Context: an optimization exercise on an open-source flow, tuned for small area, a short achievable clock period and few clock cycles. The choices shown serve that exercise and are no tape-out recipe. Only simulation tests tie the RTL to the original design; equivalence was not proved. Power and IR drop assume default switching activity.

**design/flow/run.sh**
```bash
#!/bin/bash
# synth_recipe.tcl (not shown) runs the flow's synth.tcl, then flattens the netlist and writes it again
# the make line also repeats each setting of config.mk as NAME=value (left out here)
make -C /OpenROAD-flow-scripts/flow DESIGN_CONFIG=/design/flow/config.mk WORK_HOME=/design/flow/orfs CLKGATE_MAP_FILE= SYNTH_SCRIPT=/design/flow/synth_recipe.tcl finish
```
**design/flow/config.mk**
```make
export PLATFORM = sky130hd
export DESIGN_NAME = pddcss_core
export DESIGN_NICKNAME = pddcss_core
export VERILOG_FILES = /design/flow/design.v
export SDC_FILE = /design/flow/constraint.sdc
export NUM_CORES = 4
export LEC_CHECK = 0
export ABC_AREA = 1
export ABC_CLOCK_PERIOD_IN_PS = 11000
export CAP_MARGIN = 50
export CORE_MARGIN = 2
export CORE_UTILIZATION = 60
export SLEW_MARGIN = 80
```
**design/flow/constraint.sdc**
```tcl
create_clock -name core_clock -period 48.0 [get_ports {clk}]
set_input_delay 9.6000 -clock core_clock [delete_from_list [all_inputs] [get_ports {clk}]]
set_output_delay 9.6000 -clock core_clock [all_outputs]
set_load 0.01 [all_outputs]
```
**design/flow/design.v**
```verilog
module add_pfx #(
    parameter W = 32
) (
    input  wire [W-1:0] a,
    input  wire [W-1:0] b,
    input  wire         ci,
    output wire [W-1:0] s,
    output wire         co
);
    localparam L = (W <= 2) ? 1 : (W <= 4) ? 2 : (W <= 8) ? 3 : (W <= 16) ? 4 : (W <= 32) ? 5 : 6;
    wire [W-1:0] g0 = a & b;
    wire [W-1:0] p0 = a ^ b;
    wire [W-1:0] G [0:L];
    wire [W-1:0] P [0:L];
    assign G[0] = {g0[W-1:1], g0[0] | (p0[0] & ci)};
    assign P[0] = p0;
    genvar l, i;
    generate
        for (l = 0; l < L; l = l + 1) begin : lv
            for (i = 0; i < W; i = i + 1) begin : bt
                if (((i >> l) & 1) == 1) begin : op
                    assign G[l+1][i] = G[l][i] | (P[l][i] & G[l][((i >> l) << l) - 1]);
                    assign P[l+1][i] = P[l][i] & P[l][((i >> l) << l) - 1];
                end else begin : pass
                    assign G[l+1][i] = G[l][i];
                    assign P[l+1][i] = P[l][i];
                end
            end
        end
    endgenerate
    assign s  = p0 ^ {G[L][W-2:0], ci};
    assign co = G[L][W-1];
endmodule
module inc_pfx #(
    parameter W = 24
) (
    input  wire [W-1:0] a,
    input  wire         ci,
    output wire [W-1:0] s,
    output wire         co
);
    localparam L = (W <= 2) ? 1 : (W <= 4) ? 2 : (W <= 8) ? 3 : (W <= 16) ? 4 : (W <= 32) ? 5 : 6;
    wire [W-1:0] P [0:L];
    assign P[0] = a;
    genvar l, i;
    generate
        for (l = 0; l < L; l = l + 1) begin : lv
            for (i = 0; i < W; i = i + 1) begin : bt
                if (((i >> l) & 1) == 1) begin : op
                    assign P[l+1][i] = P[l][i] & P[l][((i >> l) << l) - 1];
                end else begin : pass
                    assign P[l+1][i] = P[l][i];
                end
            end
        end
    endgenerate
    assign s  = a ^ ({P[L][W-2:0], 1'b1} & {W{ci}});
    assign co = ci & P[L][W-1];
endmodule
module add_rc #(
    parameter W = 32
) (
    input  wire [W-1:0] a,
    input  wire [W-1:0] b,
    input  wire         ci,
    output wire [W-1:0] s,
    output wire         co
);
    wire [W:0] c;
    assign c[0] = ci;
    genvar i;
    generate
        for (i = 0; i < W; i = i + 1) begin : bt
            assign s[i]   = a[i] ^ b[i] ^ c[i];
            assign c[i+1] = (a[i] & b[i]) | (a[i] & c[i]) | (b[i] & c[i]);
        end
    endgenerate
    assign co = c[W];
endmodule
module add_cs #(
    parameter W = 23,
    parameter K = 12
) (
    input  wire [W-1:0] a,
    input  wire [W-1:0] b,
    input  wire         ci,
    output wire [W-1:0] s,
    output wire         co
);
    wire         cl, c0, c1;
    wire [W-K-1:0] s0, s1;
    add_rc #(K)   u_l  (.a(a[K-1:0]), .b(b[K-1:0]), .ci(ci),   .s(s[K-1:0]), .co(cl));
    add_rc #(W-K) u_h0 (.a(a[W-1:K]), .b(b[W-1:K]), .ci(1'b0), .s(s0), .co(c0));
    add_rc #(W-K) u_h1 (.a(a[W-1:K]), .b(b[W-1:K]), .ci(1'b1), .s(s1), .co(c1));
    assign s[W-1:K] = cl ? s1 : s0;
    assign co = cl ? c1 : c0;
endmodule
module lzc32 (
    input  wire [31:0] x,
    output wire [4:0]  n
);
    wire [15:0] v1;  wire [15:0] c1;
    wire [7:0]  v2;  wire [15:0] c2;
    wire [3:0]  v3;  wire [11:0] c3;
    wire [1:0]  v4;  wire [7:0]  c4;
    genvar i;
    generate
        for (i = 0; i < 16; i = i + 1) begin : l1
            assign v1[i] = x[2*i+1] | x[2*i];
            assign c1[i] = !x[2*i+1];
        end
        for (i = 0; i < 8; i = i + 1) begin : l2
            assign v2[i] = v1[2*i+1] | v1[2*i];
            assign c2[2*i+1:2*i] = v1[2*i+1] ? {1'b0, c1[2*i+1]} : {1'b1, c1[2*i]};
        end
        for (i = 0; i < 4; i = i + 1) begin : l3
            assign v3[i] = v2[2*i+1] | v2[2*i];
            assign c3[3*i+2:3*i] = v2[2*i+1] ? {1'b0, c2[4*i+3:4*i+2]} : {1'b1, c2[4*i+1:4*i]};
        end
        for (i = 0; i < 2; i = i + 1) begin : l4
            assign v4[i] = v3[2*i+1] | v3[2*i];
            assign c4[4*i+3:4*i] = v3[2*i+1] ? {1'b0, c3[6*i+5:6*i+3]} : {1'b1, c3[6*i+2:6*i]};
        end
    endgenerate
    assign n = v4[1] ? {1'b0, c4[7:4]} : {1'b1, c4[3:0]};
endmodule
module cmp_u #(
    parameter W = 32
) (
    input  wire [W-1:0] a,
    input  wire [W-1:0] b,
    output wire         lt,
    output wire         eq
);
    localparam N = (W <= 2) ? 2 : (W <= 4) ? 4 : (W <= 8) ? 8 : (W <= 16) ? 16 : (W <= 32) ? 32 : 64;
    reg [N-1:0] l, e;
    integer i, s;
    always @* begin
        for (i = 0; i < N; i = i + 1) begin
            if (i < W) begin
                l[i] = ~a[i] & b[i];
                e[i] = ~(a[i] ^ b[i]);
            end else begin
                l[i] = 1'b0;
                e[i] = 1'b1;
            end
        end
        for (s = 1; s < N; s = s * 2)
            for (i = 0; i < N; i = i + 2 * s) begin
                l[i] = l[i+s] | (e[i+s] & l[i]);
                e[i] = e[i+s] & e[i];
            end
    end
    assign lt = l[0];
    assign eq = e[0];
endmodule
module fp32_lt (
    input  wire [31:0] a,
    input  wire [31:0] b,
    output wire        lt,
    output wire        beq        
);
    wire mlt, meq;
    cmp_u #(31) u_c (.a(a[30:0]), .b(b[30:0]), .lt(mlt), .eq(meq));
    wire both0 = (a[30:0] == 31'd0) && (b[30:0] == 31'd0);
    assign beq = meq && (a[31] == b[31]);
    assign lt = both0 ? 1'b0 :
                (a[31] != b[31]) ? a[31] :
                !a[31] ? mlt : !(mlt | meq);
endmodule
module fp32_clamp (
    input  wire [31:0] x,
    input  wire [31:0] lo,
    input  wire [31:0] hi,
    output wire [31:0] y
);
    wire below, above, e_lo, e_hi;
    fp32_lt u_lo (.a(x),  .b(lo), .lt(below), .beq(e_lo));
    fp32_lt u_hi (.a(hi), .b(x),  .lt(above), .beq(e_hi));
    assign y = below ? lo : (above ? hi : x);
endmodule
module fp32_step_mul (
    input  wire [30:0] step,
    input  wire [1:0]  n,
    output reg  [30:0] y
);
    wire        sub = (step[30:23] == 8'd0);
    wire [23:0] m   = {!sub, step[22:0]};
    wire [23:0] p3;                        
    wire        p3c;
    add_pfx #(24) u_p3 (.a(m), .b({m[22:0], 1'b0}), .ci(1'b0), .s(p3[23:0]), .co(p3c));
    wire [25:0] p = {p3c & m[23], p3c ^ m[23], p3[23:0]};
    reg  [23:0] sig;
    reg         rnd;
    reg  [1:0]  eadd;
    reg  [23:0] sr;
    reg         c;
    reg  [8:0]  ef;
    wire [23:0] sr_w;
    wire        c_w;
    inc_pfx #(24) u_inc (.a(sig), .ci(rnd), .s(sr_w), .co(c_w));
    always @* begin
        if (p[25]) begin
            sig = p[25:2]; rnd = p[1] & (p[0] | p[2]); eadd = 2'd2;
        end else if (p[24]) begin
            sig = p[24:1]; rnd = p[0] & p[1]; eadd = 2'd1;
        end else begin
            sig = p[23:0]; rnd = 1'b0; eadd = 2'd0;
        end
        sr = sr_w;
        c  = c_w;
        if (sr[23] | c) ef = {1'b0, sub ? 8'd1 : step[30:23]} + {7'd0, eadd} + {8'd0, c};
        else            ef = 9'd0;
        case (n)
            2'd2: begin
                if (sub)                       y = {step[29:0], 1'b0};
                else if (step[30:23] == 8'hFE) y = 31'h7F800000;
                else                           y = {step[30:23] + 8'd1, step[22:0]};
            end
            2'd3: y = (ef >= 9'd255) ? 31'h7F800000 : {ef[7:0], sr[22:0]};
            default: y = step;
        endcase
    end
endmodule
module fp32_add_s1 (
    input  wire [31:0] a,
    input  wire [31:0] b,
    output wire [27:0] r,         
    output wire [7:0]  ex,
    output wire        sx,
    output wire        b_inf
);
    assign b_inf = (b[30:23] == 8'hFF);
    wire blt, beq;
    cmp_u #(31) u_c (.a(a[30:0]), .b(b[30:0]), .lt(blt), .eq(beq));
    wire        swap = blt;                      
    wire [30:0] x = swap ? b[30:0] : a[30:0];
    wire [30:0] z = swap ? a[30:0] : b[30:0];
    assign sx = swap ? b[31] : a[31];
    wire        sub = a[31] ^ b[31];
    wire        xn = (x[30:23] != 8'd0);
    wire        zn = (z[30:23] != 8'd0);
    wire [23:0] mx = {xn, x[22:0]};
    wire [23:0] mz = {zn, z[22:0]};
    assign ex = xn ? x[30:23] : 8'd1;
    wire        an = (a[30:23] != 8'd0);
    wire        bn = (b[30:23] != 8'd0);
    wire [7:0]  ea = an ? a[30:23] : 8'd1;
    wire [7:0]  eb = bn ? b[30:23] : 8'd1;
    wire [7:0]  dab, dba;
    wire        dco1, dco2;
    add_pfx #(8) u_dab (.a(ea), .b(~eb), .ci(1'b1), .s(dab), .co(dco1));
    add_pfx #(8) u_dba (.a(eb), .b(~ea), .ci(1'b1), .s(dba), .co(dco2));
    wire [7:0]  d = swap ? dba : dab;
    wire [4:0]  ds = (d[7:5] != 3'd0) ? 5'd31 : d[4:0];
    reg  [4:0] tz;
    integer i;
    always @* begin
        tz = 5'd31;
        for (i = 23; i >= 0; i = i - 1)
            if (mz[i]) tz = i[4:0] + 5'd3;
    end
    wire st = (ds > tz);
    wire [26:0] zsh = {mz, 3'b000} >> ds;
    wire [26:0] zs  = {zsh[26:1], zsh[0] | st};
    wire [27:0] ya  = {1'b0, mx, 3'b000};
    wire [27:0] yb  = {1'b0, zs} ^ {28{sub}};
    wire        rco;
    add_pfx #(28) u_r (.a(ya), .b(yb), .ci(sub), .s(r), .co(rco));
endmodule
module fp32_add_s2 (
    input  wire [27:0] r,
    input  wire [7:0]  ex,
    input  wire        sx,
    input  wire        b_inf,
    input  wire        sb,
    output reg  [31:0] y
);
    reg  [4:0]  lz;
    reg  [4:0]  sh;
    reg  [26:0] rn;
    reg  [23:0] sig;
    reg         g, s, rnd, c;
    reg  [7:0]  e;
    reg  [22:0] fr;
    reg  [8:0]  ef;
    wire [22:0] fr_w;
    wire        c_w;
    inc_pfx #(23) u_inc (.a(sig[22:0]), .ci(rnd), .s(fr_w), .co(c_w));
    integer     i;
    wire [7:0]  lim = ex - 8'd1;
    wire [26:0] lmask = (lim < 8'd27) ? (27'h4000000 >> lim[4:0]) : 27'd0;
    wire [26:0] rm = r[26:0] | lmask;
    wire [4:0]  lz_w;
    lzc32 u_lzc (.x({rm, 5'b11111}), .n(lz_w));
    always @* begin
        lz = lz_w;
        sh = lz;
        rn = r[26:0] << sh;
        if (r[27]) begin
            sig = r[27:4]; g = r[3]; s = |r[2:0]; e = ex + 8'd1;
        end else begin
            sig = rn[26:3]; g = rn[2]; s = rn[1] | rn[0]; e = ex - {3'd0, sh};
        end
        rnd = g & (s | sig[0]);
        fr = fr_w;
        c  = c_w;
        ef = {1'b0, sig[23] ? e : 8'd0} + {8'd0, c};
        if (b_inf)                y = {sb, 8'hFF, 23'd0};
        else if (r == 28'd0)      y = 32'd0;
        else if (ef >= 9'd255)    y = {sx, 8'hFF, 23'd0};
        else                      y = {sx, ef[7:0], fr};
    end
endmodule
module pddcss_core (
    input  wire        clk,
    input  wire        rst,             
    input  wire [31:0] cfg_init,
    input  wire [31:0] cfg_min,
    input  wire [31:0] cfg_max,
    input  wire [31:0] cfg_fine,
    input  wire [31:0] cfg_coarse,
    input  wire [31:0] cfg_timeout_ms,
    input  wire        cfg_dir_rev,
    input  wire        cmd_valid,
    output wire        cmd_ready,
    input  wire [31:0] cmd_data,
    output reg         rsp_valid,
    output reg  [1:0]  rsp_status,      
    output reg         rsp_ret_valid,
    output reg  [31:0] rsp_ret,
    output reg  [8:0]  rsp_events,
    output reg  [1:0]  rsp_skip_op,
    output wire [31:0] rsp_value,
    output wire        rsp_confirmed,
    output wire        rsp_fine,
    output wire        rsp_pstate,
    output wire        rsp_run_flag,
    output wire [4:0]  rsp_flags
);
    localparam [1:0] DIR_ZERO = 2'b00, DIR_POS = 2'b01, DIR_NEG = 2'b11;
    reg        rdy;                      
    reg        cv;                       
    reg [31:0] cr;
    reg        cok;                      
    reg        c_rot;                    
    reg [1:0]  ph;                       
    reg        spec_ok;                  
    reg [30:0] step3;                    
    reg        s3v;
    reg [1:0]  ini;                      
    reg [31:0] cmin, cmax, ctmo;         
    reg        mmeq;                     
    reg        vmin, vmax, omin, omax;   
    reg        dead;                     
    reg [31:0] time_ms;
    reg        dir_rev;
    reg [1:0]  last_phase;
    reg [1:0]  step_seq;
    reg [1:0]  step_dir;
    reg [1:0]  last_dir;
    reg [31:0] last_detent_time;
    reg [31:0] count;                    
    reg        count_z;
    reg [2:0]  pressed;
    reg [31:0] last_db_time [0:2];
    reg        woke;
    reg [2:0]  mm_valid;
    reg [31:0] mm_start [0:2];
    reg [10:0] fifo [0:2];               
    reg [31:0] value;
    reg [31:0] orig;
    reg        confirmed;
    reg        use_fine;
    reg [30:0] cur_step;                 
    reg [31:0] last_adj;
    reg        pstate;                   
    reg        suspended;                
    reg        run_flag;
    reg [4:0]  flags;
    reg [27:0] p_r;
    reg [7:0]  p_ex;
    reg        p_sx, p_binf, p_sb, p_conf, p_neg;
    assign cmd_ready     = rdy;
    assign rsp_value     = value;
    assign rsp_confirmed = confirmed;
    assign rsp_fine      = use_fine;
    assign rsp_pstate    = pstate;
    assign rsp_run_flag  = run_flag;
    assign rsp_flags     = flags;
    wire suspend_pending = pstate & ~suspended;
    wire cfg_bad_v = (cfg_init[30:23] == 8'hFF) || (cfg_min[30:23] == 8'hFF) ||
                     (cfg_max[30:23] == 8'hFF) ||
                     (cfg_fine[30:23] == 8'hFF) || cfg_fine[31] || (cfg_fine[30:0] == 31'd0) ||
                     (cfg_coarse[30:23] == 8'hFF) || cfg_coarse[31] || (cfg_coarse[30:0] == 31'd0);
    wire [7:0] i_op = cmd_data[31:24];
    wire i_zn  = (cmd_data[23:0] == 24'd0);
    wire i_znk = (cmd_data[22:0] == 23'd0);
    wire i_zb  = (cmd_data[22:18] == 5'd0) && (cmd_data[15:9] == 7'd0) &&
                 (cmd_data[7:0] == 8'd0) && (cmd_data[17:16] != 2'd3);
    reg i_ok;
    always @* begin
        case (i_op)
            8'h01:                               i_ok = (cmd_data[23:2] == 22'd0);
            8'h03:                               i_ok = (cmd_data[23:1] == 23'd0);
            8'h02, 8'h23, 8'h24, 8'h25, 8'h26, 8'h30: i_ok = i_zn;
            8'h10, 8'h12:                        i_ok = i_zb && !cmd_data[23];
            8'h11:                               i_ok = i_zb;
            8'h20, 8'h21, 8'h22, 8'h31, 8'h32:   i_ok = i_znk;
            8'h40:                               i_ok = (cmd_data[23:5] == 19'd0);
            8'h50:                               i_ok = !cmd_data[23];
            default:                             i_ok = 1'b0;
        endcase
    end
    wire ex = cv;                        
    wire       k   = cr[23];
    wire [1:0] btn = cr[17:16];
    wire       lvl = cr[8];
    reg o_phase, o_enc_read, o_set_dir, o_bedge, o_bserv, o_bcheck, o_rotate, o_confirm,
        o_toggle, o_check_to, o_get_val, o_is_conf, o_get_step, o_suspend, o_wake,
        o_reconcile, o_flags, o_tick;
    reg b0, b1, b2;
    wire [31:0] stamp =
        ({32{o_phase}}             & last_detent_time) |
        ({32{o_bserv & b0}}        & last_db_time[0]) |
        ({32{o_bserv & b1}}        & last_db_time[1]) |
        ({32{(o_bserv & b2) | o_suspend}} & last_db_time[2]) |
        ({32{o_bcheck & b0}}       & mm_start[0]) |
        ({32{o_bcheck & b1}}       & mm_start[1]) |
        ({32{o_bcheck & b2}}       & mm_start[2]) |
        ({32{o_check_to}}          & last_adj);
    wire [31:0] el;
    wire        el_co;
    add_pfx #(32) u_el (.a(time_ms), .b(~stamp), .ci(1'b1), .s(el), .co(el_co));
    wire bounce_win = (el[31:3] == 29'd0) && !(el[2] && (el[1] || el[0]));           
    wire db_ok      = (el[31:5] != 27'd0) || (el[4] && el[3] && el[2] && el[1]);      
    wire mm_over    = (el[31:10] != 22'd0) ||                                         
                      (el[9:5] == 5'b11111 && (el[4] || (el[3] && el[2:0] != 3'd0)));
    wire grace_ok   = (el[31:6] != 26'd0) || (el[5] && el[4] && (el[3] || el[2] || el[1]));  
    wire to_lt;
    wire to_eq;
    cmp_u #(32) u_to (.a(ctmo), .b(el), .lt(to_lt), .eq(to_eq));
    wire adj_over = to_lt;                                                            
    wire        cnt_neg = count[31];
    wire        cnt_big = cnt_neg ? (count[30:2] != {29{1'b1}} || count[1:0] == 2'd0)
                                  : (count[30:2] != 29'd0);
    wire [1:0]  cnt_lo  = cnt_neg ? (~count[1:0] + 2'd1) : count[1:0];
    wire [1:0]  dmag    = cnt_big ? 2'd1 : cnt_lo;
    wire        d_zero  = count_z || (count == 32'd0);
    function [1:0] table_delta(input [1:0] from, input [1:0] to);
        case ({from, to})
            4'b0001, 4'b0111, 4'b1110, 4'b1000: table_delta = DIR_POS;
            4'b0010, 4'b1011, 4'b1101, 4'b0100: table_delta = DIR_NEG;
            default:                            table_delta = DIR_ZERO;
        endcase
    endfunction
    reg        n_dead;
    reg        n_dir_rev;
    reg [1:0]  n_last_phase, n_step_seq, n_step_dir, n_last_dir;
    reg        ld_detent_time, clr_detent_time;
    reg        cnt_step, cnt_dec;
    reg        n_count_z;
    reg [2:0]  n_pressed, n_mm_valid;
    reg        ld_db, ld_mm;
    reg        n_woke;
    reg        fifo_push, fifo_pop;
    reg        ld_orig, ld_adj, ld_value_orig, fp_go, do_tick;
    reg        n_confirmed, n_use_fine;
    reg        n_pstate, n_suspended, n_run_flag;
    reg [4:0]  n_flags;
    reg [1:0]  r_status;
    reg        r_ret_valid, r_ret_cnt, r_ret_val, r_ret_step;
    reg [4:0]  r_ret_small;
    reg [8:0]  r_events;
    reg [1:0]  r_skip_op;
    reg        held;
    reg [1:0]  cur, dlt;
    reg [1:0]  seq;
    reg        msg, accept;
    wire [2:0] bsel = {b2, b1, b0};
    wire [10:0] fsel = ({11{b0}} & fifo[0]) | ({11{b1}} & fifo[1]) | ({11{b2}} & fifo[2]);
    wire [31:0] r_ret = ({32{r_ret_cnt}} & count) | ({32{r_ret_val}} & value) |
                        {1'b0, {31{r_ret_step}} & cur_step} | {27'd0, r_ret_small};
    always @* begin
        n_dead = dead;
        n_dir_rev = dir_rev;
        n_last_phase = last_phase;
        n_step_seq = step_seq;
        n_step_dir = step_dir;
        n_last_dir = last_dir;
        ld_detent_time = 1'b0;
        clr_detent_time = 1'b0;
        cnt_step = 1'b0;
        cnt_dec = 1'b0;
        n_count_z = count_z;
        n_pressed = pressed;
        n_mm_valid = mm_valid;
        ld_db = 1'b0;
        ld_mm = 1'b0;
        n_woke = woke;
        fifo_push = 1'b0;
        fifo_pop = 1'b0;
        ld_orig = 1'b0;
        ld_adj = 1'b0;
        ld_value_orig = 1'b0;
        fp_go = 1'b0;
        do_tick = 1'b0;
        n_confirmed = confirmed;
        n_use_fine = use_fine;
        n_pstate = pstate;
        n_suspended = suspended;
        n_run_flag = run_flag;
        n_flags = flags;
        r_status = 2'd0;
        r_ret_valid = 1'b0;
        r_ret_cnt = 1'b0;
        r_ret_val = 1'b0;
        r_ret_step = 1'b0;
        r_ret_small = 5'd0;
        r_events = 9'd0;
        r_skip_op = 2'd0;
        cur = 2'd0;
        dlt = 2'd0;
        seq = 2'd0;
        msg = 1'b0;
        accept = 1'b0;
        held = 1'b0;
        if (suspended && !o_tick && !o_wake) held = 1'b1;
        if (o_bserv && ((fsel == 11'd1) ||
                        (b2 && suspend_pending))) held = 1'b1;
        if (o_suspend && !(suspend_pending && grace_ok)) held = 1'b1;
        if (o_wake && !suspended) held = 1'b1;
        if (dead || !cok) begin
            r_status = 2'd2;
            n_dead = 1'b1;
        end else if (held) begin
            r_status = 2'd1;
        end else begin
            if (o_phase) begin
                cur = dir_rev ? {cr[0], cr[1]} : cr[1:0];
                dlt = table_delta(last_phase, cur);
                if (cur == last_phase) begin
                end else if (dlt == DIR_ZERO) begin
                    n_last_phase = cur;
                end else if (last_dir != DIR_ZERO && dlt != last_dir && bounce_win) begin
                end else begin
                    n_last_phase = cur;
                    seq = step_seq;
                    if (step_dir != DIR_ZERO && dlt != step_dir) seq = 2'd0;
                    n_step_dir = dlt;
                    if (seq == 2'd3) begin
                        cnt_step = 1'b1;
                        cnt_dec = dlt[1];
                        n_count_z = 1'b0;
                        n_last_dir = dlt;
                        ld_detent_time = 1'b1;
                        n_flags[0] = 1'b1;
                    end
                    n_step_seq = seq + 2'd1;
                end
            end
            if (o_enc_read) begin
                r_ret_valid = 1'b1;
                r_ret_cnt = !count_z;
                n_count_z = 1'b1;
            end
            if (o_set_dir) begin
                n_dir_rev = cr[0];
                n_last_phase = 2'd0;
                n_step_seq = 2'd0;
                n_step_dir = DIR_ZERO;
                n_last_dir = DIR_ZERO;
                clr_detent_time = 1'b1;
                n_count_z = 1'b1;
            end
            if (o_bedge) fifo_push = 1'b1;
            if (o_bserv) begin
                msg = fsel[0];
                fifo_pop = 1'b1;
                accept = ((|(bsel & pressed)) != msg) && db_ok && lvl == msg;
                if (accept) begin
                    n_pressed = (pressed & ~bsel) | (bsel & {3{msg}});
                    ld_db = 1'b1;
                    n_mm_valid = mm_valid & ~bsel;
                    if (msg) begin
                        r_events[2] = 1'b1;
                        if (b0) begin
                            n_flags[1] = 1'b1;
                            if (k) begin r_events[1] = 1'b1; r_skip_op = 2'd1; end
                            else if (!confirmed) begin n_confirmed = 1'b1; r_events[0] = 1'b1; n_flags[3] = 1'b1; end
                        end else if (b1) begin
                            n_flags[2] = 1'b1;
                            if (k) begin r_events[1] = 1'b1; r_skip_op = 2'd2; end
                            else begin n_use_fine = !use_fine; r_events[0] = 1'b1; n_flags[3] = 1'b1; end
                        end
                    end else begin
                        r_events[3] = 1'b1;
                        if (b2) begin
                            if (woke) begin
                                n_woke = 1'b0;
                                if (k) begin r_events[1] = 1'b1; r_skip_op = 2'd3; end
                                else n_run_flag = 1'b1;
                            end else if (!pstate) begin
                                n_pstate = 1'b1;
                                r_events[5] = 1'b1;
                                n_flags[4] = 1'b1;
                                if (k) begin r_events[1] = 1'b1; r_skip_op = 2'd3; end
                                else n_run_flag = 1'b0;
                            end
                        end
                    end
                end
            end
            if (o_bcheck) begin
                if ((|(bsel & pressed)) && !lvl) begin
                    if (!(|(bsel & mm_valid))) begin
                        n_mm_valid = mm_valid | bsel;
                        ld_mm = 1'b1;
                    end else if (mm_over) begin
                        n_pressed = pressed & ~bsel;
                        n_mm_valid = mm_valid & ~bsel;
                        if (b2) n_woke = 1'b0;
                        r_events[4] = 1'b1;
                    end
                end else begin
                    n_mm_valid = mm_valid & ~bsel;
                end
            end
            if (o_rotate) begin
                n_count_z = 1'b1;
                if (!d_zero) begin
                    if (k) begin r_events[1] = 1'b1; r_skip_op = 2'd0; end
                    else begin
                        fp_go = 1'b1;
                        if (confirmed) begin
                            ld_orig = 1'b1;
                            n_confirmed = 1'b0;
                        end
                        ld_adj = 1'b1;
                    end
                end
            end
            if (o_confirm) begin
                if (k) begin r_events[1] = 1'b1; r_skip_op = 2'd1; end
                else if (!confirmed) begin n_confirmed = 1'b1; r_events[0] = 1'b1; n_flags[3] = 1'b1; end
            end
            if (o_toggle) begin
                if (k) begin r_events[1] = 1'b1; r_skip_op = 2'd2; end
                else begin n_use_fine = !use_fine; r_events[0] = 1'b1; n_flags[3] = 1'b1; end
            end
            if (o_check_to) begin
                if (!confirmed && adj_over) begin
                    ld_value_orig = 1'b1;
                    n_confirmed = 1'b1;
                    r_events[0] = 1'b1;
                    n_flags[3] = 1'b1;
                end
            end
            if (o_get_val) begin
                r_ret_valid = 1'b1;
                r_ret_val = 1'b1;
            end
            if (o_is_conf) begin
                r_ret_valid = 1'b1;
                r_ret_small = {4'd0, confirmed};
            end
            if (o_get_step) begin
                r_ret_valid = 1'b1;
                r_ret_step = 1'b1;
            end
            if (o_suspend) begin
                n_suspended = 1'b1;
                r_events[6] = 1'b1;
                r_events[7] = 1'b1;
            end
            if (o_wake) begin
                n_suspended = 1'b0;
                n_pstate = 1'b0;
                n_pressed[2] = 1'b1;
                n_woke = 1'b1;
                r_events[8] = 1'b1;
                if (k) begin r_events[1] = 1'b1; r_skip_op = 2'd3; end
                else n_run_flag = 1'b1;
                r_events[5] = 1'b1;
                n_flags[4] = 1'b1;
            end
            if (o_reconcile) begin
                if (k) begin r_events[1] = 1'b1; r_skip_op = 2'd3; end
                else n_run_flag = !pstate;
            end
            if (o_flags) begin
                r_ret_valid = 1'b1;
                r_ret_small = flags & cr[4:0];
                n_flags = flags & ~cr[4:0];
            end
            if (o_tick) do_tick = 1'b1;
        end
    end
    wire ex_rot = ex && fp_go;
    wire [30:0] step2 = (cur_step[30:23] == 8'd0) ? {cur_step[29:0], 1'b0} :
                        (cur_step[30:23] == 8'hFE) ? 31'h7F800000 :
                        {cur_step[30:23] + 8'd1, cur_step[22:0]};
    wire        d3 = (dmag == 2'd3) && !s3v;    
    wire        pass_b1 = (ph == 2'd2);       
    wire        pass_a = c_rot & d3 & !pass_b1;   
    wire [31:0] s1_a = pass_a ? {1'b0, cur_step} : value;
    wire [31:0] s1_b = pass_a ? {1'b0, step2} :
                       pass_b1 ? {p_neg, step3} :
                       (dmag == 2'd3) ? {cnt_neg, step3} :
                       {cnt_neg, (dmag == 2'd2) ? step2 : cur_step};
    wire [27:0] s1_r;
    wire [7:0]  s1_ex;
    wire        s1_sx, s1_binf;
    fp32_add_s1 u_s1 (.a(s1_a), .b(s1_b), .r(s1_r), .ex(s1_ex),
                      .sx(s1_sx), .b_inf(s1_binf));
    wire [31:0] sum;
    fp32_add_s2 u_s2 (.r(p_r), .ex(p_ex), .sx(p_sx), .b_inf(p_binf), .sb(p_sb), .y(sum));
    wire [31:0] cx = (ini == 2'd1) ? cmin : (ini == 2'd2) ? value : sum;
    wire below, above, e_lo, e_hi;
    fp32_lt u_lo (.a(cx),   .b(cmin), .lt(below), .beq(e_lo));
    fp32_lt u_hi (.a(cmax), .b(cx),   .lt(above), .beq(e_hi));
    wire [31:0] clamped = below ? cmin : (above ? cmax : cx);
    wire c_min = below | (above ? mmeq : e_lo);
    wire c_max = above | (below ? mmeq : e_hi);
    wire sp_conf = (ph == 2'd3) ? p_conf : confirmed;
    wire sp_changed = sp_conf || (below ? !vmin : above ? !vmax : (sum != value));
    wire [22:0] time_lo;
    wire        time_c23;
    add_cs #(23, 12) u_time (.a(time_ms[22:0]), .b(cr[22:0]), .ci(1'b0), .s(time_lo), .co(time_c23));
    wire [8:0]  time_hi1 = time_ms[31:23] + 9'd1;
    wire [31:0] time_sum = {time_c23 ? time_hi1 : time_ms[31:23], time_lo};
    reg  [31:0] cnt_inc, cnt_dcr;
    reg         cc, cb;
    integer     j;
    always @* begin
        cc = 1'b1;
        cb = 1'b1;
        for (j = 0; j < 32; j = j + 1) begin
            cnt_inc[j] = count[j] ^ cc;
            cc = cc & count[j];
            cnt_dcr[j] = count[j] ^ cb;
            cb = cb & !count[j];
        end
    end
    wire [31:0] cnt_next = count_z ? (cnt_dec ? 32'hFFFFFFFF : 32'd1) :
                           (cnt_dec ? cnt_dcr : cnt_inc);
    function [10:0] push_fifo(input [10:0] f, input l);
        integer q;
        reg above;
        begin
            above = 1'b0;
            push_fifo = f;
            for (q = 10; q >= 0; q = q - 1) begin
                if (!above && f[q]) begin
                    push_fifo[q] = l;
                    if (q < 10) push_fifo[q + 1] = 1'b1;
                end
                above = above | f[q];
            end
        end
    endfunction
    wire [10:0] fnew = fifo_pop ? {1'b0, fsel[10:1]} : push_fifo(fsel, lvl);
    wire acc = cmd_valid && rdy;
    wire wr  = ex && !fp_go;             
    wire fast = ex && fp_go && spec_ok && !d3;    
    wire s2  = (ph == 2'd3) || fast;     
    wire hz  = (ex && (cnt_step || (n_count_z != count_z) || ld_value_orig ||
                       (n_use_fine != use_fine) || fp_go)) || (ph != 2'd0) || (ini != 2'd0);
    integer b;
    always @(posedge clk) begin
        cr  <= cmd_data;
        cok <= i_ok;
        c_rot <= (i_op == 8'h20);
        o_phase <= (i_op == 8'h01);
        o_enc_read <= (i_op == 8'h02);
        o_set_dir <= (i_op == 8'h03);
        o_bedge <= (i_op == 8'h10);
        o_bserv <= (i_op == 8'h11);
        o_bcheck <= (i_op == 8'h12);
        o_rotate <= (i_op == 8'h20);
        o_confirm <= (i_op == 8'h21);
        o_toggle <= (i_op == 8'h22);
        o_check_to <= (i_op == 8'h23);
        o_get_val <= (i_op == 8'h24);
        o_is_conf <= (i_op == 8'h25);
        o_get_step <= (i_op == 8'h26);
        o_suspend <= (i_op == 8'h30);
        o_wake <= (i_op == 8'h31);
        o_reconcile <= (i_op == 8'h32);
        o_flags <= (i_op == 8'h40);
        o_tick <= (i_op == 8'h50);
        b0 <= (cmd_data[17:16] == 2'd0);
        b1 <= (cmd_data[17:16] == 2'd1);
        b2 <= (cmd_data[17:16] == 2'd2);
        p_r <= s1_r;
        p_ex <= s1_ex;
        p_sx <= s1_sx;
        p_binf <= s1_binf;
        p_sb <= s1_b[31];
        if (ex) begin
            p_conf <= confirmed;
            p_neg <= cnt_neg;
        end
        cmin <= cfg_min;
        cmax <= cfg_max;
        ctmo <= cfg_timeout_ms;
        if (rst) begin
            value <= cfg_init;
            rdy <= 1'b0;
            spec_ok <= 1'b0;
            s3v <= 1'b0;
            cv <= 1'b0;
            ph <= 2'd0;
            ini <= 2'd1;
            dead <= cfg_bad_v;
            dir_rev <= cfg_dir_rev;
            last_phase <= 2'd0;
            step_seq <= 2'd0;
            step_dir <= DIR_ZERO;
            last_dir <= DIR_ZERO;
            count_z <= 1'b1;
            pressed <= 3'd0;
            mm_valid <= 3'd0;
            woke <= 1'b0;
            for (b = 0; b < 3; b = b + 1) begin
                last_db_time[b] <= time_ms;
                fifo[b] <= 11'd1;
            end
            confirmed <= 1'b1;
            use_fine <= 1'b1;
            cur_step <= cfg_fine[30:0];
            pstate <= 1'b0;
            suspended <= 1'b0;
            run_flag <= 1'b1;
            flags <= 5'd0;
            rsp_valid <= 1'b0;
        end else begin
            rdy <= !(acc && cmd_data[31:24] == 8'h20 && (hz || d3)) && !(ex && fp_go && d3) && (ph != 2'd1);
            spec_ok <= !hz;
            cv  <= acc;
            ph  <= (ex && fp_go && !fast) ? (d3 ? 2'd1 : 2'd3) : (ph == 2'd1) ? 2'd2 : (ph == 2'd2) ? 2'd3 : 2'd0;
            ini <= (ini == 2'd1) ? 2'd2 : 2'd0;
            rsp_valid <= wr || s2;
            if (ini == 2'd1) begin
                dead <= dead | above;
                mmeq <= e_hi;
            end
            if (ini == 2'd2) begin
                value <= clamped;
                orig <= clamped;
                vmin <= c_min;
                vmax <= c_max;
                omin <= c_min;
                omax <= c_max;
            end
            if (ph == 2'd1) begin
                step3 <= sum[30:0];
                s3v <= 1'b1;
            end
            if (ex && n_use_fine != use_fine) s3v <= 1'b0;
            if (ex) begin
                dead <= n_dead;
                if (do_tick) time_ms <= time_sum;
                dir_rev <= n_dir_rev;
                last_phase <= n_last_phase;
                step_seq <= n_step_seq;
                step_dir <= n_step_dir;
                last_dir <= n_last_dir;
                if (ld_detent_time) last_detent_time <= time_ms;
                if (cnt_step) count <= cnt_next;
                count_z <= n_count_z;
                pressed <= n_pressed;
                mm_valid <= n_mm_valid;
                woke <= n_woke;
                for (b = 0; b < 3; b = b + 1) begin
                    if (bsel[b]) begin
                        if (ld_db) last_db_time[b] <= time_ms;
                        if (ld_mm) mm_start[b] <= time_ms;
                        if ((fifo_push && !fsel[10]) || fifo_pop) fifo[b] <= fnew;
                    end
                end
                if (ld_value_orig) begin
                    value <= orig;
                    vmin <= omin;
                    vmax <= omax;
                end
                if (ld_orig) begin
                    orig <= value;
                    omin <= vmin;
                    omax <= vmax;
                end
                confirmed <= n_confirmed;
                use_fine <= n_use_fine;
                cur_step <= n_use_fine ? cfg_fine[30:0] : cfg_coarse[30:0];
                if (ld_adj) last_adj <= time_ms;
                pstate <= n_pstate;
                suspended <= n_suspended;
                run_flag <= n_run_flag;
                flags <= n_flags;
            end
            if (s2) begin
                value <= clamped;
                vmin <= c_min;
                vmax <= c_max;
                if (sp_changed) flags[3] <= 1'b1;
            end
            if (s2) begin
                rsp_status <= 2'd0;
                rsp_ret_valid <= 1'b0;
                rsp_ret <= 32'd0;
                rsp_events <= {8'd0, sp_changed};
                rsp_skip_op <= 2'd0;
            end else begin
                rsp_status <= r_status;
                rsp_ret_valid <= r_ret_valid;
                rsp_ret <= r_ret;
                rsp_events <= r_events;
                rsp_skip_op <= r_skip_op;
            end
        end
    end
endmodule
```
==> results of run 1 <==
[power by group through the flow]
stage	combinational, mW	sequential [mW]	clock, mW
6_report	1.25	0.792	0.654
5_1_grt	1.36	0.790	0.680
4_1_cts	1.16	0.785	0.655
3_5_place_dp	1.15	0.798	0
3_3_place_gp	1.06	0.801	0
2_1_floorplan	0.786	0.767	0
[tightest hold or removal path, stage by stage, from the launching register on]
cell	delay, ns
dfxtp_1	0.30
inv_1	0.06
a21oi_1	0.05
[logic make-up after synthesis]
kind of cell	count (synthesis)	synth area share
adders and majority gates	261	0.0735
buffers and inverters	994	0.0826
xor gates and xnor gates	134	0.0250
and+or+nand+nor	2933	0.270
muxes	5	0.00107
AOI/OAI and AO/OA	1038	0.128
DFF	749	0.419
[layer usage]
layer,track usage,up-vias
li1,-,21700
met1,0.575,22300
met2,0.618,3212
met3,0.0925,596
met4,0.175,10
met5,0,-
[worst paths after layout]
check	from	slack, ns	endpoint	depth (start not counted)
min reg2reg	step_seq[0]$_SDFFE_PP0P_	0.45	step_seq[0]$_SDFFE_PP0P_	2
min	step_seq[0]$_SDFFE_PP0P_	0.45	step_seq[0]$_SDFFE_PP0P_	2
max	value[28]$_DFF_P_	36.58	rsp_value[28]	1
max reg2reg	p_ex[0]$_SDFF_PP1_	37.63	rsp_events[0]$_DFFE_PN_	56
[placed cells by master (no fill, tap or decap), drive strengths merged, types with 63 or more instances in the layout]
master	synthesis	final
o22ai	63	63
a21oi	325	325
clkbuf	173	129
nor3	70	70
dfxtp	281	281
ha	236	236
nor2	598	598
edfxtp	468	468
nand3	516	516
buf	75	253
xor2	109	109
nand4	124	124
a31oi	83	83
nor4	69	69
clkdlybuf4s50	0	325
o21ai	363	363
inv	734	739
nand2	1505	1505
[metrics by stage]
stage | worst slack, ns | hold WS [ns] | util | std cells | power, mW
detailed placement | 36.16 | 0.444 | 0.717 | 7521 | 1.95
global placement | 35.58 | 0.437 | 0.658 | 7288 | 1.86
floorplan | 31.23 | 0.427 | - | 6114 | 1.55
global route | 36.55 | 0.475 | 0.765 | 7698 | 2.83
finish | 36.58 | 0.452 | 0.765 | 7698 | 2.69
CTS | 36.53 | 0.454 | 0.752 | 7671 | 2.60
[area by class of cell]
class                   instances  area [µm²]  area share
multi-input cells            4371       26100       0.440
inverters                     746        2900      0.0489
repair buffers                642        6460       0.109
clock buffers                 110        2250      0.0380
clock inverters                40         492     0.00830
well taps                    1040        1300      0.0220
flip-flops and latches        749       19800       0.334
==> flow_summary.yaml, run 1 <==
run_status:
  status: "no timing/DRC/antenna violations"
logic_synthesis:
  synth_fp_nets: 6603
  yosys.area.top_type: "edfxtp_1"
  yosysSeqAreaShare: 0.419
  synth_warnings: 12
  synth-main-ff-cell: "edfxtp_1"
  synthTopCellsByCount: "nand2_1 (1489), inv_1 (709), nor2_1 (575)"
  async_flop_share: 0
  ys_types: 67
  syn_area_um2: 47000
  synth-seq-cells: 749
  syn_area_per_cell_um2: 7.68
  syn-instance-count: 6114
  netlist_top_cells_area: "edfxtp_1 (30%), dfxtp_1 (12%), nand2_1 (12%)"
  synth.most_common_cell: "nand2_1"
  synth_edf_count: 468
  synth_top_area_frac: 0.299
power:
  combPwrFrac: 0.463
  p_seq_frac: 0.294
  p_switching_mw: 1.17
  p_clk_frac: 0.243
  ir_drop_uv: 30.9
  power.leakage_nw: 25.4
  p_per_area_nw_per_um2: 45.5
  switching_share: 0.435
  p_int_mw: 1.52
detailed_routing:
  dr_wl_met2_um: 74800
  dr_total_vias: 47800
  top_layer: "met5"
  wl_per_cell_um: 22.6
  firstDrtPassIters: 8
  antenna_left: 0
  wl_um: 174000
  wl_met1_um: 67800
  initialDrtViolationCount: 6949
  drcViolationCount: 0
  drt-vias-per-instance: 6.21
  dr_wl_met3_um: 22700
floorplan:
  die_y_um: 284
  die_w_um: 284
  num_rows: 102
  initial_utilization: 0.606
  dieArea_um2: 80500
  ios: 317
  core_um2: 77500
worst_setup_path:
  worst-path-buf-inv: 1
  critical_path.max_stage_delay_ns: 0.66
  arrival_ns: 1.82
  cpLargestDelayFamily: "buffers and inverters"
  cp-start-kind: "flop"
  crit_path_end_kind: "output port"
  slowest_stage: "clkdlybuf4s50_1"
  crit_path_max_fanout: 7
  worstPathRequired_ns: 38.40
  criticalPathCategory: "reg2out"
  crit_chain: "clkdlybuf4s50_1"
place:
  io_buffers: 316
  gp_congestion: 1.01
  detailed_place_hpwl_um: 130000
  placed_area_um2: 55500
clocking:
  cts_sinks: 749
  cts_resized: 0
  insertion_delay_ns: 0.66
  cts_hold_buf: 0
  cts_tree: "built"
  post-cts-setup-buffers: 0
  cts_root_buffer: "clkbuf_16"
  ctsHtreeMaxLevel: 3
  clock_path_buffers: 3
  clk_pin_slew_ns: 0.07
  cts_buffers: 81
timing:
  slew_headroom: 0.665
  drv_slew: 0
  max_freq_mhz: 87.6
  fin_tns_setup_ns: 0
  final.min_clock_period_ns: 11.42
  period_share: 0.238
  worstMarginPinSlew_ns: 0.502
  setup_viol: 0
  clock_skew_ns: 0.0287
  hold_viol_final: 0
  grt_setup_unrepaired: "false"
global_route:
  grt_pass1_vias: 44200
  gr-usage-all-layers: 0.412
  overflow: 0
  antenna_found_initial: 5
  grt_pass1_wl_um: 258000
  grt_start_max_net_pins: 65
final_layout:
  final_area_um2: 59200
  diodes: 0
  final_nets: 7080
  reg_top3: "last_db_time x96, mm_start x96, fifo x33"
  syn_to_final_growth_pct: 26.2
  fillCellCount: 5595
  drive_gt1_frac: 0.142
flow_run:
  maxCapViolCount: 0
min_path:
  hold_class: "reg2reg"
Testbench counts, summed over its fixed seeds: cycles 32,774.
==> run 2, diff against run 1 <==
--- a/design/flow/config.mk
+++ b/design/flow/config.mk
@@ -10,4 +10,4 @@
 export CAP_MARGIN = 50
 export CORE_MARGIN = 2
 export CORE_UTILIZATION = 60
-export SLEW_MARGIN = 80
+export SLEW_MARGIN = 60
==> flow_summary.yaml, run 2 <==
run_status:
  status: "no timing/DRC/antenna violations"
logic_synthesis:
  yosys.area.top_type: "edfxtp_1"
  async_flop_share: 0
  syn_area_per_cell_um2: 7.68
  yosysSeqAreaShare: 0.419
  synth_warnings: 12
  synth-main-ff-cell: "edfxtp_1"
  synth.most_common_cell: "nand2_1"
  synthTopCellsByCount: "nand2_1 (1489), inv_1 (709), nor2_1 (575)"
  netlist_top_cells_area: "edfxtp_1 (30%), dfxtp_1 (12%), nand2_1 (12%)"
  synth_fp_nets: 6603
  syn-instance-count: 6114
  ys_types: 67
  synth_edf_count: 468
  synth_top_area_frac: 0.299
  synth-seq-cells: 749
  syn_area_um2: 47000
worst_setup_path:
  cpLargestDelayFamily: "buffers and inverters"
  worst-path-buf-inv: 1
  crit_chain: "clkdlybuf4s50_1"
  arrival_ns: 2.11
  crit_path_end_kind: "output port"
  reg2regPathDepth: 54
  rr_endpoint: "vmin$_DFFE_PN_"
  critical_path.max_stage_delay_ns: 0.78
  crit_path_max_fanout: 7
  worstPathRequired_ns: 38.40
  cp-start-kind: "flop"
  criticalPathCategory: "reg2out"
  r2r_slack_ns: 36.97
  rr_startpoint: "p_ex[2]$_SDFF_PP0_"
  slowest_stage: "clkdlybuf4s50_1"
final_layout:
  diodes: 0
  reg_top3: "last_db_time x96, mm_start x96, fifo x33"
  final_nets: 6830
  final_common_cell: "nand2_1"
  drive_gt1_frac: 0.0608
  layout_common_cells: "nand2_1 (1479), inv_1 (698), nor2_1 (561)"
  syn_to_final_growth_pct: 15.3
clocking:
  cts_sinks: 749
  cts_hold_buf: 0
  cts_tree: "built"
  clock_path_buffers: 3
  post-cts-setup-buffers: 0
  insertion_delay_ns: 0.66
  cts_root_buffer: "clkbuf_16"
  cts_buffers: 81
  ctsHtreeMaxLevel: 3
  clk_pin_slew_ns: 0.06
  cts_resized: 0
timing:
  clock_skew_ns: 0.0259
  setup_viol: 0
  max_freq_mhz: 85.4
  slew_headroom: 0.574
  hold_slack_ns: 0.449
  worstMarginPinSlew_ns: 0.634
  hold_viol_final: 0
  fin_tns_setup_ns: 0
  final.min_clock_period_ns: 11.71
  period_share: 0.244
  drv_slew: 0
  grt_setup_unrepaired: "false"
min_path:
  hold_class: "reg2reg"
  whs_path_depth: 2
  min_to: "step_seq[0]$_SDFFE_PP0P_"
  min_from: "step_seq[0]$_SDFFE_PP0P_"
global_route:
  grt_start_max_net_pins: 99
  antenna_found_initial: 2
  gr-usage-all-layers: 0.398
  grt_pass1_vias: 42000
  overflow: 0
  grt_pass1_wl_um: 248000
floorplan:
  die_w_um: 284
  initial_utilization: 0.606
  die_y_um: 284
  ios: 317
  core_um2: 77500
  num_rows: 102
  dieArea_um2: 80500
detailed_routing:
  wl_per_cell_um: 22.1
  drcViolationCount: 0
  dr_total_vias: 45700
  firstDrtPassIters: 8
  initialDrtViolationCount: 6167
  antenna_left: 0
  drt-vias-per-instance: 6.14
  wl_um: 165000
power:
  ir_drop_uv: 32.0
  p_per_area_nw_per_um2: 47.6
  power.leakage_nw: 23.5
place:
  io_buffers: 316
  gp_congestion: 1.01
  detailed_place_hpwl_um: 121000
flow_run:
  maxCapViolCount: 0
[run 2: cell types whose count changed in the layout (fill, tap and decap cells not counted), moves of 25 or more]
cell     change
o21ai_0     +93
buf_2       -88
o21ai_2     -48
buf_4       +27
dfxtp_2     -53
a21oi_1     +45
nor2_1      +28
buf_8       -28
o22ai_1     +25
dfxtp_1     +56
buf_1       -38
nor4_2      -26
buf_16      -30
nor4_1      +37
[run 2: tightest hold or removal path, stage by stage, from the launching register on]
cell and delay (ns):
dfxtp_1 0.30, inv_1 0.06, a21oi_1 0.05
[run 2: metrics by stage]
step                      std cells  setup slack (ns)  total power [mW]   util  area [µm²]
after floorplan                6114             31.23              1.55      -       47000
after global placement         7288             35.58              1.86  0.658       51000
after detailed placement       7293             35.78              1.87  0.660       51200
after CTS                      7445             36.34              2.53  0.697       54000
after global routing           7450             36.11              2.72  0.699       54100
final                          7450             36.29              2.58  0.699       54100
[run 2: worst max path at each step]
stage                                   endpoint  cells past startpoint          startpoint  slack (ns)
after floorplan           count[0]$_SDFFCE_PP1P_                      3                 rst       31.23
after global placement        orig[11]$_DFFE_PN_                      5                 rst       35.58
after detailed placement  last_adj[21]$_DFFE_PP_                      8                 rst       35.78
after CTS                          rsp_value[31]                      1   value[31]$_DFF_P_       36.34
after global routing              vmin$_DFFE_PN_                     57  p_ex[2]$_SDFF_PP0_       36.11
final                              rsp_value[31]                      1   value[31]$_DFF_P_       36.29
[run 2: metal layers]
layer / track usage / up-vias / share of wire
met3: 0.0910 / 426 / 0.13
met5: 0 / - / 0.000073
met1: 0.567 / 21200 / 0.40
met2: 0.585 / 2920 / 0.42
met4: 0.158 / 2 / 0.042
li1: - / 21200 / -
[run 2: final cells by class]
cell class / instances / area [µm²]
Clock inverter: 34 / 427
Timing Repair Buffer: 392 / 3820
Clock buffer: 118 / 2420
Tap cell: 1040 / 1300
Fill cell: 6464 / 23300
Sequential cell: 749 / 19700
Multi-Input combinational cell: 4371 / 23700
Inverter: 746 / 2820
[run 2: cells by family (layout without fill, tap and decap cells)]
| logic type | count (synthesis) | after routing | synth area share |
|---|---|---|---|
| flops | 749 | 749 | 0.419 |
| buf+inv | 994 | 1290 | 0.0826 |
| xor+xnor | 134 | 134 | 0.0250 |
| fa+ha+maj | 261 | 261 | 0.0735 |
| simple gates | 2933 | 2933 | 0.270 |
| mux | 5 | 5 | 0.00107 |
| compound gates | 1038 | 1038 | 0.128 |
[run 2: power breakdown]
part	switching, mW	internal [mW]
logic	0.771	0.351
clock network	0.276	0.387
registers	0.0641	0.728
total	1.11	1.47
==> run 3, diff against run 2 <==
--- a/design/flow/config.mk
+++ b/design/flow/config.mk
@@ -10,4 +10,6 @@
 export CAP_MARGIN = 50
 export CORE_MARGIN = 2
 export CORE_UTILIZATION = 60
-export SLEW_MARGIN = 60
+export CTS_CLUSTER_DIAMETER = 100
+export CTS_CLUSTER_SIZE = 20
+export SLEW_MARGIN = 70
==> flow_summary.yaml, run 3 <==
logic_synthesis:
  synth.most_common_cell: "nand2_1"
  syn_area_um2: 47000
  synth_edf_count: 468
  synth-main-ff-cell: "edfxtp_1"
  syn-instance-count: 6114
  yosys.area.top_type: "edfxtp_1"
  async_flop_share: 0
  synth-seq-cells: 749
  ys_types: 67
  netlist_top_cells_area: "edfxtp_1 (30%), dfxtp_1 (12%), nand2_1 (12%)"
  synthTopCellsByCount: "nand2_1 (1489), inv_1 (709), nor2_1 (575)"
  synth_warnings: 12
  synth_top_area_frac: 0.299
  synth_fp_nets: 6603
  syn_area_per_cell_um2: 7.68
  yosysSeqAreaShare: 0.419
timing:
  hold_slack_ns: 0.454
  grt_setup_unrepaired: "false"
  worstMarginPinSlew_ns: 0.498
  period_share: 0.240
  max_freq_mhz: 86.9
  slew_headroom: 0.666
  setup_viol: 0
  fin_tns_setup_ns: 0
  final.min_clock_period_ns: 11.51
  drv_slew: 0
  hold_viol_final: 0
  clock_skew_ns: 0.0408
  setup_ws_ns: 36.49
final_layout:
  final_core_utilization: 0.690
  final_common_cell: "nand2_1"
  final_area_um2: 53400
  drive_gt1_frac: 0.0669
  diodes: 0
  fillCellCount: 6508
  fin_cells: 7423
  layout_common_cells: "nand2_1 (1477), inv_1 (694), nor2_1 (556)"
  final_nets: 6837
  reg_top3: "last_db_time x96, mm_start x96, fifo x33"
  syn_to_final_growth_pct: 13.8
worst_setup_path:
  rr_endpoint: "orig[1]$_DFFE_PN_"
  cp.depth: 1
  rr_startpoint: "p_ex[3]$_SDFF_PP0_"
  criticalPathCategory: "reg2out"
  r2r_slack_ns: 37.64
  arrival_ns: 1.91
  crit_path_max_fanout: 7
  endpoint: "rsp_value[21]"
  critical_path.max_stage_delay_ns: 0.71
  crit_chain: "clkdlybuf4s50_1"
  worst-path-buf-inv: 1
  cpLargestDelayFamily: "buffers and inverters"
  slowest_stage: "clkdlybuf4s50_1"
  reg2regPathDepth: 56
  cp-start-kind: "flop"
  worstPathRequired_ns: 38.40
  crit_path_end_kind: "output port"
  critPathLaunch: "value[21]$_DFF_P_"
floorplan:
  dieArea_um2: 80500
  ios: 317
  core_um2: 77500
  initial_utilization: 0.606
  num_rows: 102
  die_w_um: 284
  die_y_um: 284
place:
  dp_slack_ns: 36.29
  placedCellCount: 7322
  io_buffers: 316
  placed_area_um2: 51800
  detailed_place_hpwl_um: 122000
  gp_congestion: 1.01
detailed_routing:
  wl_um: 163000
  drt-vias-per-instance: 6.12
  wl_per_cell_um: 21.9
  antenna_left: 0
  dr_total_vias: 45400
  drcViolationCount: 0
  initialDrtViolationCount: 6377
  firstDrtPassIters: 6
clocking:
  cts_sinks: 749
  clock_path_buffers: 3
  cts_root_buffer: "clkbuf_16"
  cts_tree: "built"
  insertion_delay_ns: 0.64
  clk_pin_slew_ns: 0.10
  cts_hold_buf: 0
  cts_buffers: 44
  post-cts-setup-buffers: 0
  cts_resized: 0
  ctsHtreeMaxLevel: 2
global_route:
  antenna_found_initial: 3
  overflow: 0
  grt_pass1_wl_um: 245000
  grt_start_max_net_pins: 69
  gr-usage-all-layers: 0.392
  grt_pass1_vias: 41500
flow_run:
  maxCapViolCount: 0
power:
  power.leakage_nw: 23.0
  p_total_mw: 2.33
  p_per_area_nw_per_um2: 43.6
  ir_drop_uv: 30.1
min_path:
  hold_class: "reg2reg"
  whs_path_depth: 2
run_status:
  status: "no timing/DRC/antenna violations"
==> run 3: kinds of logic (layout without fill, tap and decap cells) <==
kind of cell,Yosys count,after routing,synth area share
simple gates,2933,2933,0.270
compound gates,1038,1038,0.128
buf+inv,994,1263,0.0826
flops,749,749,0.419
fa+ha+maj,261,261,0.0735
xor+xnor,134,134,0.0250
mux,5,5,0.00107
==> run 3: layer usage <==
| metal | global-route usage | routed length [µm] | up-vias |
|---|---|---|---|
| met5 | 0 | 13 | - |
| met4 | 0.137 | 6680 | 2 |
| met3 | 0.0836 | 20900 | 374 |
| met2 | 0.582 | 68800 | 2872 |
| met1 | 0.566 | 66500 | 21000 |
| li1 | - | - | 21100 |
==> run 3: power breakdown <==
part / internal (mW) / switching [mW]
Clock: 0.182 / 0.223
Combinational: 0.359 / 0.778
Sequential: 0.728 / 0.0623
==> run 3: worst min-delay path by stage <==
stage	slack, ns	end	start
after floorplan	0.43	step_seq[0]$_SDFFE_PP0P_	step_seq[0]$_SDFFE_PP0P_
after global placement	0.44	step_seq[0]$_SDFFE_PP0P_	step_seq[0]$_SDFFE_PP0P_
after detailed placement	0.44	step_seq[0]$_SDFFE_PP0P_	step_seq[0]$_SDFFE_PP0P_
after CTS	0.46	step_seq[0]$_SDFFE_PP0P_	step_seq[0]$_SDFFE_PP0P_
after global routing	0.47	step_seq[0]$_SDFFE_PP0P_	step_seq[0]$_SDFFE_PP0P_
final	0.45	step_seq[0]$_SDFFE_PP0P_	step_seq[0]$_SDFFE_PP0P_
==> run 3: tightest hold or removal path, cell delays in order, from the launching register on <==
cell and delay (ns):
dfxtp_1 0.31, inv_1 0.06, a21oi_1 0.05
==> run 3: final cells by class <==
type | instances | area (µm²) | share of cell area
Sequential cell | 749 | 19700 | 0.369
Multi-Input combinational cell | 4371 | 24000 | 0.449
Tap cell | 1040 | 1300 | 0.0244
Clock buffer | 76 | 1250 | 0.0234
Clock inverter | 5 | 72.6 | 0.00136
Inverter | 746 | 2830 | 0.0530
Timing Repair Buffer | 436 | 4280 | 0.0802
==> run 4, diff against run 3 <==
--- a/design/flow/design.v
+++ b/design/flow/design.v
@@ -819,11 +819,13 @@
             step_dir <= DIR_ZERO;
             last_dir <= DIR_ZERO;
             count_z <= 1'b1;
+            count <= 32'd0;
+            time_ms <= 32'd0;
             pressed <= 3'd0;
             mm_valid <= 3'd0;
             woke <= 1'b0;
             for (b = 0; b < 3; b = b + 1) begin
-                last_db_time[b] <= time_ms;
+                last_db_time[b] <= 32'd0;
                 fifo[b] <= 11'd1;
             end
             confirmed <= 1'b1;
==> flow_summary.yaml, run 4 <==
final_layout:
  layout_common_cells: "nand2_1 (1393), inv_1 (779), nor2_1 (537)"
  final_core_utilization: 0.684
  drive_gt1_frac: 0.0673
  diodes: 0
  reg_top3: "last_db_time x96, mm_start x96, fifo x33"
  fillCellCount: 6708
  final_nets: 7141
  final_common_cell: "nand2_1"
  syn_to_final_growth_pct: 13.3
place:
  io_buffers: 316
  dp_slack_ns: 36.42
  detailed_place_hpwl_um: 122000
  gp_congestion: 1.06
power:
  p_int_mw: 1.26
  combPwrFrac: 0.500
  switching_share: 0.461
  p_clk_frac: 0.178
  power.leakage_nw: 23.4
  p_switching_mw: 1.08
  p_per_area_nw_per_um2: 43.6
  p_total_mw: 2.35
  p_seq_frac: 0.322
  ir_drop_uv: 28.5
detailed_routing:
  dr_wl_met2_um: 70200
  drcViolationCount: 0
  firstDrtPassIters: 6
  wl_um: 165000
  dr_total_vias: 47500
  initialDrtViolationCount: 6197
  dr_wl_met3_um: 19800
  wl_met1_um: 68000
  top_layer: "met4"
  wl_per_cell_um: 21.4
  antenna_left: 0
  drt-vias-per-instance: 6.14
worst_setup_path:
  crit_chain: "clkdlybuf4s50_1"
  rr_endpoint: "rsp_events[0]$_DFFE_PN_"
  critical_path.max_stage_delay_ns: 0.73
  worst-path-buf-inv: 1
  cp-start-kind: "flop"
  cpLargestDelayFamily: "buffers and inverters"
  rr_startpoint: "p_ex[3]$_SDFF_PP0_"
  worstPathRequired_ns: 38.40
  critPathLaunch: "value[2]$_DFF_P_"
  arrival_ns: 1.95
  criticalPathCategory: "reg2out"
  slowest_stage: "clkdlybuf4s50_1"
  cp.depth: 1
  reg2regPathDepth: 61
  r2r_slack_ns: 36.85
  endpoint: "rsp_value[2]"
  crit_path_end_kind: "output port"
  crit_path_max_fanout: 8
logic_synthesis:
  synth-main-ff-cell: "dfxtp_1"
  synth_warnings: 12
  synth_top_area_frac: 0.195
  ys_types: 76
  yosysSeqAreaShare: 0.381
  syn-instance-count: 6486
  yosys.area.top_type: "edfxtp_1"
  synthTopCellsByCount: "nand2_1 (1403), inv_1 (796), nor2_1 (558)"
  netlist_top_cells_area: "edfxtp_1 (19%), dfxtp_1 (19%), nand2_1 (11%)"
  syn_area_um2: 47500
  synth_edf_count: 308
  syn_area_per_cell_um2: 7.32
  async_flop_share: 0
  synth.most_common_cell: "nand2_1"
  synth_fp_nets: 6975
  synth-seq-cells: 749
clocking:
  clk_pin_slew_ns: 0.09
  post-cts-setup-buffers: 0
  cts_hold_buf: 0
  cts_sinks: 749
  cts_root_buffer: "clkbuf_16"
  cts_tree: "built"
  cts_buffers: 45
  clock_path_buffers: 3
  insertion_delay_ns: 0.65
  cts_resized: 0
  ctsHtreeMaxLevel: 2
timing:
  setup_ws_ns: 36.45
  hold_viol_final: 0
  period_share: 0.241
  worstMarginPinSlew_ns: 0.472
  setup_viol: 0
  drv_slew: 0
  slew_headroom: 0.684
  clock_skew_ns: 0.0320
  hold_slack_ns: 0.469
  fin_tns_setup_ns: 0
  grt_setup_unrepaired: "false"
  max_freq_mhz: 86.6
  final.min_clock_period_ns: 11.55
global_route:
  grt_start_max_net_pins: 98
  grt_pass1_vias: 43000
  antenna_found_initial: 1
  gr-usage-all-layers: 0.392
  grt_pass1_wl_um: 250000
  overflow: 0
flow_run:
  maxCapViolCount: 0
floorplan:
  die_y_um: 285
  num_rows: 103
  dieArea_um2: 81400
  die_w_um: 285
  ios: 317
  core_um2: 78600
  initial_utilization: 0.604
min_path:
  min_from: "step_seq[1]$_SDFFE_PP0P_"
  hold_class: "reg2reg"
run_status:
  status: "no timing/DRC/antenna violations"
[run 4: how the worst min path moves through the flow]
stage / end / slack (ns) / cells after the start
2_1_floorplan: step_seq[1]$_SDFFE_PP0P_ / 0.44 / 2
3_3_place_gp: step_seq[1]$_SDFFE_PP0P_ / 0.45 / 2
3_5_place_dp: step_seq[1]$_SDFFE_PP0P_ / 0.45 / 2
4_1_cts: step_seq[1]$_SDFFE_PP0P_ / 0.47 / 2
5_1_grt: last_dir[1]$_SDFFE_PP0P_ / 0.51 / 2
6_report: step_seq[1]$_SDFFE_PP0P_ / 0.47 / 2
[run 4: cell type report]
class                   count  area (µm²)  area share
repair buffers            422        4250      0.0790
multi-input cells        4615       25700       0.477
inverters                 819        3110      0.0577
well taps                1050        1310      0.0244
clock inverters            10         123     0.00228
clock buffers              73        1240      0.0231
flip-flops and latches    749       18100       0.336
[run 4: layer usage]
layer  up-vias  global-route usage
li1      22200                   -
met1     22100               0.559
met2      2795               0.584
met3       425              0.0806
met4         0               0.152
met5         -                   0
[run 4: worst register-to-register path, delay by kind of cell, from the launching register on]
| kind | cells | cell delay (ns) |
|---|---|---|
| simple gates | 40 | 5.71 |
| compound gates | 9 | 1.97 |
| buf+inv | 9 | 1.72 |
| fa+ha+maj | 3 | 0.88 |
| flops | 1 | 0.58 |
[run 4: power groups by stage]
| stage | logic, mW | clock network [mW] | registers, mW |
|---|---|---|---|
| after floorplan | 0.812 | 0 | 0.743 |
| after global placement | 1.08 | 0 | 0.766 |
| after detailed placement | 1.12 | 0 | 0.765 |
| after CTS | 1.13 | 0.419 | 0.750 |
| after global routing | 1.29 | 0.440 | 0.754 |
| final | 1.17 | 0.418 | 0.754 |
[run 4: per-stage QoR]
| step | std cells | instance area [µm²] |
|---|---|---|
| floorplan | 6486 | 47500 |
| global placement | 7621 | 51300 |
| detailed placement | 7646 | 52100 |
| CTS | 7729 | 53500 |
| global route | 7738 | 53800 |
| finish | 7738 | 53800 |
[run 4: cells by family after synthesis]
family          count (synthesis)  share of synthesized area
fa+ha+maj                     261                     0.0727
buf+inv                      1122                     0.0927
simple gates                 2873                      0.264
flops                         749                      0.381
compound gates               1324                      0.159
mux                            25                    0.00566
xor+xnor                      132                     0.0247
Testbench counts of run 4, summed over its fixed seeds: cycles 32,774.
==> run 5, diff against run 4 <==
--- a/design/flow/config.mk
+++ b/design/flow/config.mk
@@ -10,6 +10,4 @@
 export CAP_MARGIN = 50
 export CORE_MARGIN = 2
 export CORE_UTILIZATION = 60
-export CTS_CLUSTER_DIAMETER = 100
-export CTS_CLUSTER_SIZE = 20
-export SLEW_MARGIN = 70
+export SLEW_MARGIN = 60
==> flow_summary.yaml, run 5 <==
clocking:
  cts_sinks: 749
  clock_path_buffers: 3
  cts_tree: "built"
  post-cts-setup-buffers: 0
  cts_resized: 0
  insertion_delay_ns: 0.65
  ctsHtreeMaxLevel: 3
  cts_root_buffer: "clkbuf_16"
  cts_hold_buf: 0
  clk_pin_slew_ns: 0.07
  cts_buffers: 82
timing:
  setup_viol: 0
  slew_headroom: 0.583
  hold_viol_final: 0
  max_freq_mhz: 85.8
  fin_tns_setup_ns: 0
  period_share: 0.243
  final.min_clock_period_ns: 11.65
  worstMarginPinSlew_ns: 0.625
  clock_skew_ns: 0.0318
  grt_setup_unrepaired: "false"
  drv_slew: 0
worst_setup_path:
  cpLargestDelayFamily: "buffers and inverters"
  criticalPathCategory: "reg2out"
  arrival_ns: 2.05
  crit_chain: "clkdlybuf4s50_1"
  cp-start-kind: "flop"
  critical_path.max_stage_delay_ns: 0.71
  worstPathRequired_ns: 38.40
  crit_path_end_kind: "output port"
  worst-path-buf-inv: 1
  slowest_stage: "clkdlybuf4s50_1"
  crit_path_max_fanout: 7
final_layout:
  reg_top3: "last_db_time x96, mm_start x96, fifo x33"
  fin_cells: 7784
  final_common_cell: "nand2_1"
  final_nets: 7155
  syn_to_final_growth_pct: 15.0
  fillCellCount: 6742
  layout_common_cells: "nand2_1 (1396), inv_1 (786), nor2_1 (545)"
  final_area_um2: 54600
  drive_gt1_frac: 0.0644
  diodes: 0
  final_core_utilization: 0.695
power:
  p_switching_mw: 1.12
  p_int_mw: 1.48
  combPwrFrac: 0.446
  p_seq_frac: 0.291
  p_clk_frac: 0.263
  p_per_area_nw_per_um2: 47.5
  ir_drop_uv: 31.4
  power.leakage_nw: 23.9
  p_total_mw: 2.60
  switching_share: 0.431
place:
  detailed_place_hpwl_um: 121000
  placedCellCount: 7627
  io_buffers: 316
  gp_congestion: 1.06
  placed_area_um2: 51500
logic_synthesis:
  synth-seq-cells: 749
  synth.most_common_cell: "nand2_1"
  ys_types: 76
  netlist_top_cells_area: "edfxtp_1 (19%), dfxtp_1 (19%), nand2_1 (11%)"
  yosysSeqAreaShare: 0.381
  synth_warnings: 12
  synth_edf_count: 308
  syn-instance-count: 6486
  synthTopCellsByCount: "nand2_1 (1403), inv_1 (796), nor2_1 (558)"
  yosys.area.top_type: "edfxtp_1"
  syn_area_um2: 47500
  async_flop_share: 0
  synth_fp_nets: 6975
  syn_area_per_cell_um2: 7.32
  synth_top_area_frac: 0.195
  synth-main-ff-cell: "dfxtp_1"
floorplan:
  initial_utilization: 0.604
  die_w_um: 285
  num_rows: 103
  core_um2: 78600
  die_y_um: 285
  ios: 317
  dieArea_um2: 81400
run_status:
  status: "no timing/DRC/antenna violations"
global_route:
  grt_pass1_wl_um: 254000
  use_met2: 0.595
  grt_start_max_net_pins: 113
  met3_usage: 0.0729
  grt.busiest_layer: "met2"
  overflow: 0
  antenna_found_initial: 3
  gr-usage-all-layers: 0.398
  grt_use_met1: 0.571
  grt_pass1_vias: 43400
detailed_routing:
  initialDrtViolationCount: 6170
  firstDrtPassIters: 7
  wl_per_cell_um: 21.4
  dr_total_vias: 47600
  drcViolationCount: 0
  wl_um: 167000
  drt-vias-per-instance: 6.11
  antenna_left: 0
flow_run:
  maxCapViolCount: 0
min_path:
  hold_class: "reg2reg"
run 5: final cells by class:
cell class,instances,area (µm²),area share
well taps,1050,1310,0.0240
repair buffers,399,3920,0.0717
inverters,819,3090,0.0565
clock inverters,45,592,0.0108
flip-flops and latches,749,18100,0.331
clock buffers,107,2310,0.0423
multi-input cells,4615,25300,0.464
run 5: logic make-up after synthesis:
kind of cell,count (synthesis),share of synthesized area
AOI/OAI and AO/OA,1324,0.159
xor gates and xnor gates,132,0.0247
adders and majority gates,261,0.0727
buffers and inverters,1122,0.0927
DFF,749,0.381
muxes,25,0.00566
and+or+nand+nor,2873,0.264
run 5: power by group through the flow:
stage	clock network, mW	logic [mW]	registers, mW
after detailed placement	0	1.10	0.765
final	0.683	1.16	0.756
after CTS	0.686	1.11	0.751
after global placement	0	1.08	0.766
after floorplan	0	0.812	0.743
after global routing	0.712	1.28	0.756
run 5: layer usage:
metal	part of all wire	wire length [µm]
met1	0.41	68100
met2	0.43	70900
met3	0.12	20600
met4	0.043	7110
met5	0.00016	26
run 5: worst paths after layout:
check | startpoint | slack [ns] | cells past startpoint | to
worst max register to register | p_ex[3]$_SDFF_PP0_ | 36.82 | 57 | vmin$_DFFE_PN_
worst min-delay path | step_seq[1]$_SDFFE_PP0P_ | 0.47 | 2 | step_seq[1]$_SDFFE_PP0P_
worst max-delay path | value[31]$_DFF_P_ | 36.35 | 1 | rsp_value[31]
worst min register to register | step_seq[1]$_SDFFE_PP0P_ | 0.47 | 2 | step_seq[1]$_SDFFE_PP0P_
run 5: per-stage QoR:
step | worst slack [ns] | hold slack (ns)
2_1_floorplan | 34.86 | 0.437
3_3_place_gp | 36.15 | 0.454
3_5_place_dp | 36.09 | 0.454
4_1_cts | 36.37 | 0.467
5_1_grt | 35.91 | 0.506
6_report | 36.35 | 0.468

Re-timed with assumed drivers on the ports (clkbuf_16 on the clock, buf_2 on other inputs), run 5 has 36.273 ns of setup slack against 36.349 ns with ideal ports, and 35.932 ns once port delays also move by the mid clock arrival of 0.714 ns.
